From an optimization exercise on the open Yosys and OpenROAD flow, aimed at small area, a short achievable clock period and few clock cycles; shortcuts taken in it are not production practice.
Only simulation tests tie the RTL to the original design; equivalence was not proved.
No activity file was given, so power comes from the tool's default toggle rates.

==> inputs of wip/delta <==
## ww_enc
module ww_enc #(
    parameter W = 32               
) (
    input  wire        clk,
    input  wire        rst,
    input  wire        in_valid,
    output wire        in_ready,
    input  wire [2:0]  in_op,
    input  wire        in_end,
    input  wire [31:0] in_data,
    output wire        out_valid,
    input  wire        out_ready,
    output wire [7:0]  out_data
);
    localparam [2:0] OP_ASCII = 3'd0,
                     OP_UTF8  = 3'd1,
                     OP_RAW   = 3'd2,
                     OP_SYM   = 3'd3,
                     OP_ALIGN = 3'd4;
    localparam C16 = 4,            
               C13 = 3,            
               C11 = 2,            
               C8  = 1,            
               C7  = 0;            
    reg         r_v;
    reg  [2:0]  r_op;
    reg         r_end;
    reg  [31:0] r_d;               
    reg         r_big;             
    reg         r_mid;             
    reg         r_byte;            
    reg  [1:0]  r_ph;              
    reg  [4:0]  r_c;               
    reg  [4:0]  r_lmax;            
    reg         in_value;          
    reg         x_v;
    reg  [15:0] x_chunk;           
    reg  [4:0]  x_len;             
    reg         x_wait;            
    reg  [W-1:0] q;
    reg  [5:0]   n;
    reg  [5:0]   m;
    reg          ov;               
    reg  [4:0]   rc;               
    wire first = !in_value;
    wire [3:0]  tx_len  = r_d[22:19];
    wire [10:0] tx_code = r_d[18:8];
    wire is_asc = (r_op == OP_ASCII);
    wire is_utf = (r_op == OP_UTF8);
    wire is_raw = (r_op == OP_RAW);
    wire is_sym = (r_op == OP_SYM);
    wire is_aln = r_op[2];
    reg  [3:0]  b_len;
    reg  [10:0] b_code;
    always @(*) begin
        b_len  = tx_len;
        b_code = tx_code;
        if (is_raw) begin
            b_len  = (r_end || r_d[7:0] != 8'd0) ? 4'd8 : 4'd0;
            b_code = r_end ? 11'd0 : {r_d[7:0], 3'b000};
        end
    end
    reg  [1:0]  t_len;
    reg  [2:0]  t_code;
    always @(*) begin
        t_len  = 2'd0;
        t_code = 3'b000;
        if (first) begin
  ...
clock: 6.0 ns
lec_check: 0
abc_area: 1
cap_margin: 20
core_margin: 2
core_utilization: 60
cts_buf_list: sky130_fd_sc_hd__clkbuf_4 sky130_fd_sc_hd__clkbuf_8
cts_cluster_size: 40
setup_slack_margin: 3.1
slew_margin: 20
synth_hierarchical: 1
synth_memory_max_bits: 16384
tns_end_percent: 10
run.sh (not shown) runs the stock make flow with config.mk's settings and CLKGATE_MAP_FILE= SYNTH_SCRIPT=/design/flow/synth_recipe.tcl, a recipe that flattens the netlist after the stock synthesis.
==> wip/cedar (differences from wip/delta) <==
SETUP_SLACK_MARGIN = 3.4   (was 3.1)
==> wip/tundra (differences from wip/delta) <==
--- a/flow/design.v
+++ b/flow/design.v
@@ -780,34 +780,35 @@
                C13 = 3,            
                C11 = 2,            
                C8  = 1,            
                C7  = 0;            
     reg         r_v;
     reg  [2:0]  r_op;
     reg         r_end;
-    reg  [31:0] r_d;               
+    reg  [31:0] r_d;
     reg         r_big;             
     reg         r_mid;             
     reg         r_byte;            
     reg  [1:0]  r_ph;              
     reg  [4:0]  r_c;               
-    reg  [4:0]  r_lmax;            
     reg         in_value;          
     reg         x_v;
     reg  [15:0] x_chunk;           
-    reg  [4:0]  x_len;             
+    reg  [4:0]  x_len;
     reg         x_wait;            
     reg  [W-1:0] q;
     reg  [5:0]   n;
     reg  [5:0]   m;
     reg          ov;               
     reg  [4:0]   rc;               
     wire first = !in_value;
-    wire [3:0]  tx_len  = r_d[22:19];
-    wire [10:0] tx_code = r_d[18:8];
+    wire [3:0]  tx_len;
+    wire [10:0] tx_code;
+    ww_txt_code u_txt (.utf(r_op[0]), .fin(r_end), .sym(r_d[7:0]),
+                       .len(tx_len), .code(tx_code));
     wire is_asc = (r_op == OP_ASCII);
     wire is_utf = (r_op == OP_UTF8);
     wire is_raw = (r_op == OP_RAW);
     wire is_sym = (r_op == OP_SYM);
     wire is_aln = r_op[2];
     reg  [3:0]  b_len;
     reg  [10:0] b_code;
@@ -845,39 +846,30 @@
         end else if (r_byte) begin
             s_chunk = {5'b11110, r_d[7:0], 3'd0};   s_len = 5'd13;
         end else begin
             s_chunk = {4'b1110, r_d[3:0], 8'd0};    s_len = 5'd8;
         end
     end
     wire last = !is_sym || r_ph == 2'd2 || (r_ph == 2'd0 && !r_big && !r_mid);
-    wire [2:0]  n_x   = n[2:0] + x_len[2:0];
+    wire [2:0]  n_x   = n[2:0] + (x_v ? x_len[2:0] : 3'd0);
     wire [2:0]  a_len = 3'd0 - n_x;
     wire [15:0] chunk = is_sym ? s_chunk : is_aln ? 16'd0 : {t_chunk, 2'd0};
     wire [4:0]  clen  = is_sym ? s_len : is_aln ? {2'd0, a_len}
                                        : {1'b0, b_len} + {3'd0, t_len};
     wire [4:0] rn = {m <= W - 16, m <= W - 13, m <= W - 11, m <= W - 8, m <= W - 7};
-    function [4:0] kind_lmax(input [4:0] c);
-        kind_lmax = ({5{c[C16]}} & 5'd16) | ({5{c[C13]}} & 5'd13) |
-                    ({5{c[C11]}} & 5'd11) | ({5{c[C8]}} & 5'd8) |
-                    ({5{c[C7]}} & 5'd7);
-    endfunction
-    wire [4:0] lmax = r_lmax;
+    wire [4:0] lmax = ({5{r_c[C16]}} & 5'd16) | ({5{r_c[C13]}} & 5'd13) |
+                      ({5{r_c[C11]}} & 5'd11) | ({5{r_c[C8]}} & 5'd8) |
+                      ({5{r_c[C7]}} & 5'd7);
     wire room_now = |(r_c & rn);
     wire room     = |(r_c & rc);
     wire adv   = r_v && !x_wait && room;
     wire r_go  = adv && last;
     assign in_ready = !r_v || r_go;
     wire   take     = in_valid && in_ready;
     wire        in_value_nx = (r_go && !r_op[2] && r_op != OP_SYM) ? !r_end : in_value;
-    wire [3:0]  in_tlen;
-    wire [10:0] in_tcode;
-    ww_txt_code u_txt (.utf(in_op[0]), .fin(in_end), .sym(in_data[7:0]),
-                       .len(in_tlen), .code(in_tcode));
-    wire        in_text = !in_op[2] && in_op != OP_SYM;
-    wire [31:0] in_d    = in_text ? {9'd0, in_tlen, in_tcode, in_data[7:0]} : in_data;
     wire        in_big  = |in_data[31:16];
     wire        in_mid  = |in_data[15:8];
     wire        in_byte = |in_data[7:4];
     wire [7:0]  in_b = in_data[7:0];
     wire        in_letter = !in_b[7] && in_b[6] && (in_b[4:0] != 5'd0) && (in_b[4:0] <= 5'd26);
     wire        in_digit  = (in_b[7:4] == 4'd3) && (in_b[3:0] <= 4'd9);
     wire        in_c7 = !in_end && (in_op == OP_ASCII ? (in_letter || in_digit) :
@@ -892,16 +884,16 @@
                        in_c8             ? 5'b00010 : 5'b00100;
     wire pop = ov && out_ready;
     assign out_valid = ov;
     assign out_data  = q[W-1:W-8];
     wire         x_in  = x_v && !x_wait;    
     wire [15:0]  x_bits = x_in ? x_chunk : 16'd0;
     wire [W-1:0] q_ins = q | ({x_bits, {(W-16){1'b0}}} >> n);
-    wire [5:0]   n_ins = n + (x_wait ? 6'd0 : {1'b0, x_len});
-    wire [5:0]   m_a   = n + {1'b0, x_len} + {1'b0, lmax};
+    wire [5:0]   n_ins = n + (x_in ? {1'b0, x_len} : 6'd0);
+    wire [5:0]   m_a   = n + (x_in ? {1'b0, x_len} : 6'd0) + {1'b0, lmax};
     wire [5:0]   m_b   = x_wait ? m : n_ins;
     wire [5:0]   m_adv = adv ? m_a : m_b;
     wire [5:0]   m_nx  = {m_adv[5:3] - {2'd0, pop}, m_adv[2:0]};
     wire [5:0]   n_nx  = {n_ins[5:3] - {2'd0, pop}, n_ins[2:0]};
     function [4:0] fits(input [5:0] v, input [1:0] k);
         fits = {v <= W - 16 + 8 * k, v <= W - 13 + 8 * k, v <= W - 11 + 8 * k,
                 v <= W - 8 + 8 * k,  v <= W - 7 + 8 * k};
@@ -914,48 +906,45 @@
     wire         ge8  = (n_ins >= 6'd8);
     wire         ge16 = (n_ins >= 6'd16);
     wire [4:0]   rc_nx = pop ? (ge16 ? f2 : f1) : (ge8 ? f1 : f0);
     always @(posedge clk) begin
         if (take) begin
             r_op   <= in_op;
             r_end  <= in_end;
-            r_d    <= in_d;
+            r_d    <= in_data;
             r_big  <= in_big;
             r_mid  <= in_mid;
             r_byte <= in_byte;
         end
         if (take) begin
-            r_c    <= in_c;
-            r_lmax <= kind_lmax(in_c);
-            r_ph   <= 2'd0;
+            r_c  <= in_c;
+            r_ph <= 2'd0;
         end else if (adv) begin
-            r_c    <= (r_ph == 2'd0 && r_big) ? 5'b10000 : 5'b00001;
-            r_lmax <= (r_ph == 2'd0 && r_big) ? 5'd16 : 5'd7;
+            r_c  <= (r_ph == 2'd0 && r_big) ? 5'b10000 : 5'b00001;
             r_ph <= (r_ph == 2'd0 && r_big) ? 2'd1 : 2'd2;
         end
         if (rst) begin
             r_v      <= 1'b0;
             in_value <= 1'b0;
             x_v      <= 1'b0;
             ov       <= 1'b0;
-            x_len    <= 5'd0;
             rc       <= 5'b11111;
             x_wait   <= 1'b0;
             n        <= 6'd0;
             m        <= 6'd0;
             q        <= {W{1'b0}};
         end else begin
             if (in_ready)
                 r_v <= in_valid;
             if (r_go && !r_op[2] && r_op != OP_SYM)
                 in_value <= !r_end;
             if (!x_wait) begin
                 x_v     <= adv;
                 x_chunk <= chunk;
-                x_len   <= adv ? clen : 5'd0;
+                x_len   <= clen;
                 x_wait  <= adv && !room_now && !out_ready;
             end else begin
                 x_wait  <= !pop;
             end
             m  <= m_nx;
             n  <= n_nx;
             ov <= (n_nx >= 6'd8);
CTS_BUF_LIST = unset   (was sky130_fd_sc_hd__clkbuf_4 sky130_fd_sc_hd__clkbuf_8)
CTS_CLUSTER_SIZE = unset   (was 40)
SETUP_SLACK_MARGIN = 2.6   (was 3.1)
==> qor summary <==
| metric | wip/cedar | wip/delta | wip/tundra |
|---|---|---|---|
| Outcome | no timing/DRC/antenna violations | no timing/DRC/antenna violations | no timing/DRC/antenna violations |
| Comb_multi_in | 1,163 | 1,162 | 1,057 |
| Starting density of the core | 60.8% | 60.8% | 60.8% |
| Sequential fraction of design power | 33.2% | 34.7% | 31.0% |
| Net count, final | 1,669 | 1,634 | 1,495 |
| Clock sink count | 125 | 125 | 121 |
| Hold path startpoint | q[6]$_SDFF_PP0_ | q[2]$_SDFF_PP0_ | q[1]$_SDFF_PP0_ |
| Post-route total power | 3.52 mW | 3.39 mW | 3.77 mW |
| Area enclosed by the die boundary | 17,700 µm² | 17,700 µm² | 17,000 µm² |
| Largest vdd supply drop | 0.258 mV | 0.223 mV | 0.288 mV |
| Met2 demand-to-capacity share in global routing | 58.9% | 56.8% | 54.6% |
| Combinational power share | 44.8% | 41.3% | 43.2% |
| Final critical path time including I/O delays and setup | 2860 ps | 3040 ps | 3420 ps |
| Post-place instance area | 10,500 µm² | 10,500 µm² | 10,000 µm² |
| Final weighted congestion in routability-driven placement | 1.01 | 0.981 | 1.05 |
Testbench counts of wip/delta, summed over its fixed seeds: cycles 7,403.
Testbench counts of wip/cedar, summed over its fixed seeds: cycles 7,403.
Testbench counts of wip/tundra, summed over its fixed seeds: cycles 7,403.

---

==> inputs of branch willow <==
Another version of the RTL of ww_enc (not shown whole).
Settings: LEC_CHECK=0, ABC_AREA=1, CAP_MARGIN=20, CORE_MARGIN=2, CORE_UTILIZATION=60, CTS_BUF_LIST=sky130_fd_sc_hd__clkbuf_4 sky130_fd_sc_hd__clkbuf_8, CTS_CLUSTER_SIZE=40, SETUP_SLACK_MARGIN=2.9, SLEW_MARGIN=20, SYNTH_HIERARCHICAL=1, SYNTH_MEMORY_MAX_BITS=16384, TNS_END_PERCENT=10; clock period 6.0 ns.
==> inputs of branch cedar, as changes to branch willow <==
--- a/flow/design.v
+++ b/flow/design.v
@@ -788,14 +788,15 @@
     reg         r_big;             
     reg         r_mid;             
     reg         r_byte;            
     reg  [1:0]  r_ph;              
     reg  [4:0]  r_c;               
+    reg  [4:0]  r_lmax;            
     reg         in_value;          
     reg         x_v;
     reg  [15:0] x_chunk;           
-    reg  [4:0]  x_len;
+    reg  [4:0]  x_len;             
     reg         x_wait;            
     reg  [W-1:0] q;
     reg  [5:0]   n;
     reg  [5:0]   m;
     reg          ov;               
@@ -846,26 +847,29 @@
         end else begin
             s_chunk = {4'b1110, r_d[3:0], 8'd0};    s_len = 5'd8;
         end
     end
     wire last = !is_sym || r_ph == 2'd2 || (r_ph == 2'd0 && !r_big && !r_mid);
-    wire [2:0]  n_x   = n[2:0] + (x_v ? x_len[2:0] : 3'd0);
+    wire [2:0]  n_x   = n[2:0] + x_len[2:0];
     wire [2:0]  a_len = 3'd0 - n_x;
     wire [15:0] chunk = is_sym ? s_chunk : is_aln ? 16'd0 : {t_chunk, 2'd0};
     wire [4:0]  clen  = is_sym ? s_len : is_aln ? {2'd0, a_len}
                                        : {1'b0, b_len} + {3'd0, t_len};
     wire [4:0] rn = {m <= W - 16, m <= W - 13, m <= W - 11, m <= W - 8, m <= W - 7};
-    wire [4:0] lmax = ({5{r_c[C16]}} & 5'd16) | ({5{r_c[C13]}} & 5'd13) |
-                      ({5{r_c[C11]}} & 5'd11) | ({5{r_c[C8]}} & 5'd8) |
-                      ({5{r_c[C7]}} & 5'd7);
+    function [4:0] kind_lmax(input [4:0] c);
+        kind_lmax = ({5{c[C16]}} & 5'd16) | ({5{c[C13]}} & 5'd13) |
+                    ({5{c[C11]}} & 5'd11) | ({5{c[C8]}} & 5'd8) |
+                    ({5{c[C7]}} & 5'd7);
+    endfunction
+    wire [4:0] lmax = r_lmax;
     wire room_now = |(r_c & rn);
     wire room     = |(r_c & rc);
     wire adv   = r_v && !x_wait && room;
     wire r_go  = adv && last;
     assign in_ready = !r_v || r_go;
     wire   take     = in_valid && in_ready;
-    wire        in_value_nx = (r_go && !r_op[2] && r_op != OP_SYM) ? !r_end : in_value;
+    wire        in_value_nx = r_go ? ((!r_op[2] && r_op != OP_SYM) ? !r_end : in_value) : in_value;
     wire [3:0]  in_tlen;
     wire [10:0] in_tcode;
     ww_txt_code u_txt (.utf(in_op[0]), .fin(in_end), .sym(in_data[7:0]),
                        .len(in_tlen), .code(in_tcode));
     wire        in_text = !in_op[2] && in_op != OP_SYM;
@@ -878,24 +882,25 @@
     wire        in_digit  = (in_b[7:4] == 4'd3) && (in_b[3:0] <= 4'd9);
     wire        in_c7 = !in_end && (in_op == OP_ASCII ? (in_letter || in_digit) :
                                     in_op == OP_UTF8  ? in_letter : 1'b0);
     wire        in_c8 = !in_end && (in_op == OP_RAW || (in_op == OP_UTF8 && in_digit))
                         || in_end && in_op == OP_RAW;
-    wire [4:0]  in_c = (in_op == OP_SYM) ? ((in_big | in_mid) ? 5'b10000 :
-                                            in_byte ? 5'b01000 : 5'b00010) :
-                       in_op[2]          ? 5'b00001 :
-                       !in_value_nx      ? 5'b01000 :
-                       in_c7             ? 5'b00001 :
-                       in_c8             ? 5'b00010 : 5'b00100;
+    wire [4:0]  in_c_other = (in_op == OP_SYM) ? ((in_big | in_mid) ? 5'b10000 :
+                                                  in_byte ? 5'b01000 : 5'b00010) :
+                                                 5'b00001;
+    wire [4:0]  in_c_later = in_c7 ? 5'b00001 : in_c8 ? 5'b00010 : 5'b00100;
+    wire [4:0]  in_c = !in_text ? in_c_other : in_value_nx ? in_c_later : 5'b01000;
+    wire [4:0]  in_lmax = !in_text ? kind_lmax(in_c_other) :
+                          in_value_nx ? kind_lmax(in_c_later) : 5'd13;
     wire pop = ov && out_ready;
     assign out_valid = ov;
     assign out_data  = q[W-1:W-8];
     wire         x_in  = x_v && !x_wait;    
     wire [15:0]  x_bits = x_in ? x_chunk : 16'd0;
     wire [W-1:0] q_ins = q | ({x_bits, {(W-16){1'b0}}} >> n);
-    wire [5:0]   n_ins = n + (x_in ? {1'b0, x_len} : 6'd0);
-    wire [5:0]   m_a   = n + (x_in ? {1'b0, x_len} : 6'd0) + {1'b0, lmax};
+    wire [5:0]   n_ins = n + (x_wait ? 6'd0 : {1'b0, x_len});
+    wire [5:0]   m_a   = n + {1'b0, x_len} + {1'b0, lmax};
     wire [5:0]   m_b   = x_wait ? m : n_ins;
     wire [5:0]   m_adv = adv ? m_a : m_b;
     wire [5:0]   m_nx  = {m_adv[5:3] - {2'd0, pop}, m_adv[2:0]};
     wire [5:0]   n_nx  = {n_ins[5:3] - {2'd0, pop}, n_ins[2:0]};
     function [4:0] fits(input [5:0] v, input [1:0] k);
@@ -918,21 +923,24 @@
             r_big  <= in_big;
             r_mid  <= in_mid;
             r_byte <= in_byte;
         end
         if (take) begin
-            r_c  <= in_c;
-            r_ph <= 2'd0;
+            r_c    <= in_c;
+            r_lmax <= in_lmax;
+            r_ph   <= 2'd0;
         end else if (adv) begin
-            r_c  <= (r_ph == 2'd0 && r_big) ? 5'b10000 : 5'b00001;
+            r_c    <= (r_ph == 2'd0 && r_big) ? 5'b10000 : 5'b00001;
+            r_lmax <= (r_ph == 2'd0 && r_big) ? 5'd16 : 5'd7;
             r_ph <= (r_ph == 2'd0 && r_big) ? 2'd1 : 2'd2;
         end
         if (rst) begin
             r_v      <= 1'b0;
             in_value <= 1'b0;
             x_v      <= 1'b0;
             ov       <= 1'b0;
+            x_len    <= 5'd0;
             rc       <= 5'b11111;
             x_wait   <= 1'b0;
             n        <= 6'd0;
             m        <= 6'd0;
             q        <= {W{1'b0}};
@@ -942,11 +950,11 @@
             if (r_go && !r_op[2] && r_op != OP_SYM)
                 in_value <= !r_end;
             if (!x_wait) begin
                 x_v     <= adv;
                 x_chunk <= chunk;
-                x_len   <= clen;
+                x_len   <= adv ? clen : 5'd0;
                 x_wait  <= adv && !room_now && !out_ready;
             end else begin
                 x_wait  <= !pop;
             end
             m  <= m_nx;
--- a/flow/config.mk
+++ b/flow/config.mk
@@ -9,10 +9,10 @@
 export CAP_MARGIN = 20
 export CORE_MARGIN = 2
 export CORE_UTILIZATION = 60
 export CTS_BUF_LIST = sky130_fd_sc_hd__clkbuf_4 sky130_fd_sc_hd__clkbuf_8
 export CTS_CLUSTER_SIZE = 40
-export SETUP_SLACK_MARGIN = 2.9
+export SETUP_SLACK_MARGIN = 3.3
 export SLEW_MARGIN = 20
 export SYNTH_HIERARCHICAL = 1
 export SYNTH_MEMORY_MAX_BITS = 16384
 export TNS_END_PERCENT = 10
==> inputs of branch juniper, as changes to branch willow <==
--- a/flow/config.mk
+++ b/flow/config.mk
@@ -9,10 +9,10 @@
 export CAP_MARGIN = 20
 export CORE_MARGIN = 2
 export CORE_UTILIZATION = 60
 export CTS_BUF_LIST = sky130_fd_sc_hd__clkbuf_4 sky130_fd_sc_hd__clkbuf_8
 export CTS_CLUSTER_SIZE = 40
-export SETUP_SLACK_MARGIN = 2.9
+export SETUP_SLACK_MARGIN = 3.2
 export SLEW_MARGIN = 20
 export SYNTH_HIERARCHICAL = 1
 export SYNTH_MEMORY_MAX_BITS = 16384
 export TNS_END_PERCENT = 10
==> summary of the runs <==
In branch juniper the synthesized cell count is smaller than in branch cedar, by about 6%. Routed wire length: branch willow < branch juniper < branch cedar. Critical path depth is the same in branch willow and branch juniper. Register-to-register slack, highest first: branch cedar, branch juniper, branch willow. Between branch cedar and branch willow, the lower power is in branch cedar (gap about 4%, measured against branch willow). Against branch cedar, the worst hold slack of branch willow is lower by 0.0076 ns. Die area is the same in branch willow and branch juniper. Clock skew: branch juniper < branch cedar < branch willow. Cell area: branch juniper is larger than branch willow (about 0.9%). Branch juniper passed the timing, design-rule and antenna checks. Branch cedar produced a clean layout. Branch willow completed with no timing, DRC or antenna violations.
==> figures <==
| quantity | branch willow | branch cedar | branch juniper |
|---|---|---|---|
| DIE HEIGHT | 130.6 um | 134.0 um | 130.6 um |
| Count of buffers added by post-CTS timing repair for setup | 12 | 9 | 20 |
| Static leakage power | 4.835 nW | 5.254 nW | 4.842 nW |
| Power per unit of standard cell area | 334.1 mW/mm2 | 306.3 mW/mm2 | 331.0 mW/mm2 |
| Number of fill cells | 1,374 | 1,376 | 1,376 |
| Result of the run | no timing/DRC/antenna violations | no timing/DRC/antenna violations | no timing/DRC/antenna violations |
| Post-synthesis share of cell area spent on full adders, half adders and majority gates | 3.880% | 4.791% | 3.880% |
| Capturing element type of the critical path | output pin | flip-flop | output pin |
| Share of the core filled with cells | 69.35% | 69.35% | 70.00% |
| Share of the yosys chip area belonging to registers | 31.98% | 31.02% | 31.98% |
| Relative contribution of sequential cells to total power | 31.8% | 33.7% | 32.0% |
| Multi-input gate count | 1,094 | 1,170 | 1,094 |
| DP HPWL | 22,180 um | 23,620 um | 22,520 um |
| Site Rows | 46 | 47 | 46 |
| Setup skew after layout | 0.02103 ns | 0.01712 ns | 0.01604 ns |
| Pre-Repair DR Iteration Count | 7 | 9 | 6 |
| Number of sinks handled by clock tree synthesis | 121 | 125 | 121 |
| Synth top area share | 20.31% | 18.97% | 20.31% |
| Tap Count | 216 | 220 | 216 |
| EDFF count, synth | 65 | 64 | 65 |
Testbench counts of branch willow, summed over its fixed seeds: cycles 7,403.
Testbench counts of branch cedar, summed over its fixed seeds: cycles 7,403.
Testbench counts of branch juniper, summed over its fixed seeds: cycles 7,403.

==> static timing again, ports no longer ideal <==
How much do the figures lean on ideal ports? The routed layouts below were timed once more, with nothing changed but the port constraints.
Step 1 (the two cells are an assumption about what drives the block):
set clk [get_ports {clk}]
set_driving_cell -lib_cell sky130_fd_sc_hd__clkbuf_16 $clk
set_driving_cell -lib_cell sky130_fd_sc_hd__buf_2 [delete_from_list [all_inputs] $clk]
Step 2 times the ports against the registers' clock, not the clock port: input delays grow and output delays shrink by t, the midpoint of the rising clock arrivals with the driver on.
Slacks: ideal ports / drivers / drivers and shift; pairs: ideal ports / drivers.
| run | t, ns | slack for setup (ns) | hold WS [ns] | worst setup path at the end | cell pins on the clock port's net |
|---|---|---|---|---|---|
| wip/delta | 0.480 | 2.964 / 2.923 / 2.634 | 0.460 / 0.460 / 0.460 | input to register | 1 |
| wip/cedar | 0.496 | 3.142 / 3.099 / 2.696 | 0.457 / 0.457 / 0.457 | input to register | 1 |
| wip/tundra | 0.467 | 2.578 / 2.578 / 2.529 | 0.453 / 0.453 / 0.453 | input to register | 1 |
| branch willow | 0.483 | 2.768 / 2.732 / 2.327 | 0.454 / 0.454 / 0.454 | input to register | 1 |
| branch cedar | 0.508 | 3.091 / 3.059 / 2.608 | 0.462 / 0.462 / 0.462 | input to register | 1 |
| branch juniper | 0.493 | 2.904 / 2.865 / 2.541 | 0.456 / 0.456 / 0.456 | input to register | 1 |
After both steps setup and hold are still met in every run listed. For branch cedar, which loses most, drivers alone change the setup slack by -0.032 ns; drivers and shift together by -0.483 ns.
